Source: an optimization exercise on an open RTL-to-GDS flow (aim: small area, a short achievable clock period and few clock cycles per item). Production flows keep margins and buffers that such runs may drop.
Function was checked by simulation only, so behaviour that the tests miss may differ from the original.
No activity file was given, so power comes from the tool's default toggle rates.

== P ==
==> flow/design.v (excerpt) <==
module fastpfor_pack (
    input  wire         clk,
    input  wire         rst,
    input  wire         in_valid,
    output wire         in_ready,
    input  wire [127:0] in_data,
    input  wire [5:0]   in_width,
    output reg          out_valid,
    input  wire         out_ready,
    output reg  [31:0]  out_word
);
==> module fastpfor_pack, before the edit <==
module fastpfor_pack (
    input  wire         clk,
    input  wire         rst,
    input  wire         in_valid,
    output wire         in_ready,
    input  wire [127:0] in_data,
    input  wire [5:0]   in_width,
    output reg          out_valid,
    input  wire         out_ready,
    output reg  [31:0]  out_word
);
    function [31:0] rot4;
        input [31:0] x;
        input [3:0]  oh;
        input [4:0]  k;
        begin
            rot4 = ({32{oh[0]}} & x)
                 | ({32{oh[1]}} & ((x << k)      | (x >> (6'd32 - k))))
                 | ({32{oh[2]}} & ((x << 2 * k)  | (x >> (6'd32 - 2 * k))))
                 | ({32{oh[3]}} & ((x << 3 * k)  | (x >> (6'd32 - 3 * k))));
        end
    endfunction
    function [3:0] onehot;
        input [1:0] v;
        onehot = 4'b0001 << v;
    endfunction
    reg [127:0] hold;
    reg [5:0]   hw;          
    reg         hv;          
    reg         half;        
    reg         quad;        
    reg [2:0]   beat;        
    reg [5:0]   chunk_w;     
    reg         rdy;         
    reg [95:0]  acc;
    reg [6:0]   cnt;
    reg         mrg;         
    reg [6:0]   s1, send;
    reg [3:0]   ra1, ra2, rb1, rb2, rc1, rc2, rd1, rd2;
    reg         rb3, rd3;
    wire out_free = !out_valid || out_ready;
    wire consume  = mrg && (half || quad);
    assign in_ready = rdy;
    wire accept   = in_valid && rdy;
    wire [9:0]  lc   = quad ? hold[73:64]  : 10'd0;
    wire [9:0]  ld   = quad ? hold[105:96] : 10'd0;
    wire [31:0] ra   = rot4(rot4(hold[31:0], ra1, 5'd2), ra2, 5'd8);
    wire [31:0] rc   = rot4(rot4({22'd0, lc}, rc1, 5'd2), rc2, 5'd8);
    wire [31:0] rb0  = rot4(rot4(hold[63:32], rb1, 5'd1), rb2, 5'd4);
    wire [31:0] rd0  = rot4(rot4({22'd0, ld}, rd1, 5'd1), rd2, 5'd4);
    wire [31:0] rb   = rb3 ? {rb0[15:0], rb0[31:16]} : rb0;
    wire [31:0] rd   = rd3 ? {rd0[15:0], rd0[31:16]} : rd0;
    wire [31:0] la   = ra | rc;
    wire [31:0] lb   = rb | rd;
    wire [31:0] th0  = 32'hFFFF_FFFF << {cnt[4:1], 1'b0};
    wire [31:0] th1  = 32'hFFFF_FFFF << s1[4:0];
    wire        q1   = s1[5];
    wire [31:0] m0   = (acc[31:0] & ~th0) | (la & th0) | (q1 ? 32'd0 : (lb & th1));
    wire [31:0] m1   = (la & ~th0) | (q1 ? (lb & th1) : lb);
    wire [31:0] m2   = lb;
    wire [95:0] mv   = mrg ? {m2, m1, m0} : acc;
    wire [6:0]  total = mrg ? send : cnt;
    wire        emit  = out_free && (total[6:5] != 2'd0);
    wire        hv_n   = accept || (hv && !consume);
    wire        half_n = mrg ? (!half && !quad) : half;
    wire        first  = rdy && (beat == 3'd0);         
    wire [5:0]  w_n    = rdy ? chunk_w : hw;
    wire [5:0]  hw_n   = first ? in_width : w_n;
    wire        quad_n = (hw_n <= 6'd10);
    wire [6:0]  cnt_n  = emit ? total - 7'd32 : total;
    wire        mrg_n  = hv_n && (cnt_n[6:5] == 2'd0);
    wire        rdy_n  = !hv_n || (cnt_n[6:5] == 2'd0 && (half_n || quad_n));
    wire [5:0]  in_w3  = {in_width[4:0], 1'b0} + in_width[4:0];
    wire [5:0]  w3_n   = {w_n[4:0], 1'b0} + w_n[4:0];
    wire [5:0]  wload  = (beat == 3'd0) ? in_width : chunk_w;
    wire [31:0] mload  = wload[5] ? 32'hFFFF_FFFF : ~(32'hFFFF_FFFF << wload[4:0]);
    wire [6:0]  s1_n   = first ? {1'b0, in_width} : {2'b0, total[4:0]} + {1'b0, w_n};
    wire [6:0]  s2_n   = first ? {in_width, 1'b0} : {2'b0, total[4:0]} + {w_n, 1'b0};
    wire [5:0]  s3_n   = first ? in_w3 : {1'b0, total[4:0]} + w3_n;
    wire [6:0]  s4_n   = first ? {1'b0, in_width[3:0], 2'b0} : {2'b0, total[4:0]} + {1'b0, w_n[3:0], 2'b0};
    always @(posedge clk) begin
        if (emit) begin
            out_word <= mv[31:0];
            acc      <= {mv[95:64], mv[95:32]};
        end else begin
            acc      <= mv;
        end
        if (rdy)
            hold <= {in_data[127:96], in_data[95:0] & {3{mload}}};
        else if (mrg && !half)
            hold[63:0] <= hold[127:64];
        hw   <= hw_n;
        quad <= quad_n;
        s1   <= s1_n;
        ra1  <= onehot(total[2:1]);
        ra2  <= onehot(total[4:3]);
        rb1  <= onehot(s1_n[1:0]);
        rb2  <= onehot(s1_n[3:2]);
        rb3  <= s1_n[4];
        rc1  <= onehot(s2_n[2:1]);
        rc2  <= onehot(s2_n[4:3]);
        rd1  <= onehot(s3_n[1:0]);
        rd2  <= onehot(s3_n[3:2]);
        rd3  <= s3_n[4];
        send <= quad_n ? s4_n : s2_n;
        if (rst) begin
            hv        <= 1'b0;
            half      <= 1'b0;
            beat      <= 3'd0;
            chunk_w   <= 6'd0;
            cnt       <= 7'd0;
            mrg       <= 1'b0;
            out_valid <= 1'b0;
            rdy       <= 1'b1;
        end else begin
            if (emit)
                out_valid <= 1'b1;
            else if (out_ready)
                out_valid <= 1'b0;
            cnt  <= cnt_n;
            mrg  <= mrg_n;
            hv   <= hv_n;
            half <= half_n;
            rdy  <= rdy_n;
            if (accept) begin
                beat <= beat + 3'd1;
                if (beat == 3'd0)
                    chunk_w <= in_width;
            end
        end
    end
endmodule
Settings: LEC_CHECK=0, CAP_MARGIN=20, CORE_MARGIN=2, CORE_UTILIZATION=55, SLEW_MARGIN=20; clock period 8.0 ns.
standard.sh (not shown) runs the stock make flow with config.mk's settings and CLKGATE_MAP_FILE= SYNTH_SCRIPT=/design/flow/synth_recipe.tcl, a recipe that flattens the netlist after the stock synthesis.
==> flow/flow/run.sh <==
#!/bin/bash
set -o pipefail
export SETUP_SLACK_MARGIN=5.35
export BUFFER_PORTS_ARGS="-buffer_cell sky130_fd_sc_hd__buf_2"
bash standard.sh 2>&1 | tee standard.log
Testbench counts of P, summed over its fixed seeds: cycles 17,555, chunks 1,280.
Inputs modified between P and Q:
--- a/flow/design.v
+++ b/flow/design.v
@@ -43,6 +43,6 @@
     assign in_ready = rdy;
     wire accept   = in_valid && rdy;
-    wire [9:0]  lc   = quad ? hold[73:64]  : 10'd0;
-    wire [9:0]  ld   = quad ? hold[105:96] : 10'd0;
+    wire [9:0]  lc   = hold[73:64];
+    wire [9:0]  ld   = hold[105:96];
     wire [31:0] ra   = rot4(rot4(hold[31:0], ra1, 5'd2), ra2, 5'd8);
     wire [31:0] rc   = rot4(rot4({22'd0, lc}, rc1, 5'd2), rc2, 5'd8);
@@ -98,7 +98,7 @@
         rb2  <= onehot(s1_n[3:2]);
         rb3  <= s1_n[4];
-        rc1  <= onehot(s2_n[2:1]);
+        rc1  <= quad_n ? onehot(s2_n[2:1]) : 4'd0;
         rc2  <= onehot(s2_n[4:3]);
-        rd1  <= onehot(s3_n[1:0]);
+        rd1  <= quad_n ? onehot(s3_n[1:0]) : 4'd0;
         rd2  <= onehot(s3_n[3:2]);
         rd3  <= s3_n[4];
From P to Q the numbers moved as follows: number of buffers created by CTS shows an increase of 2.7%, fmax shows a reduction of about 0.43%, design area shows an increase of 0.96%. P -> Q: length of routed met2 wiring increased slightly. The total core area in Q was lower than what P gave. Delta (Q minus P): total power of the final layout +about 2.5%; final cell count barely changed. On parity-gate share of the synthesized area counting xor and xnor cells, P and Q are basically level. Summary of Q over P: portion of netlist area occupied by mux cells went down 0.30 points; via count of the first global-routing pass shows no meaningful change.
Testbench counts of Q, summed over its fixed seeds: cycles 17,555, chunks 1,280.

## port drivers added, routing unchanged
How much do the figures lean on ideal ports? The routed layouts below were timed once more, with nothing changed but the port constraints.
Step 1, drivers: a clkbuf_16 drives clk and a buf_2 each remaining input, both assumed.
Step 2, shift: input delay + t, output delay - t, t = (earliest + latest rising clock arrival at the registers) / 2. This alone moves slack from input paths to output paths.
a / b / c = ideal / step 1 / step 2; a / b = the first two.
run | t (ns) | setup WS [ns] | cell pins on the clock port's net
P | 0.623 | 5.309 / 5.252 / 4.757 | 1
Q | 0.614 | 5.297 / 5.239 / 4.760 | 1
After both steps every run listed still meets setup and hold. For P, which loses most, drivers alone change the setup slack by -0.057 ns; drivers and shift together by -0.552 ns.
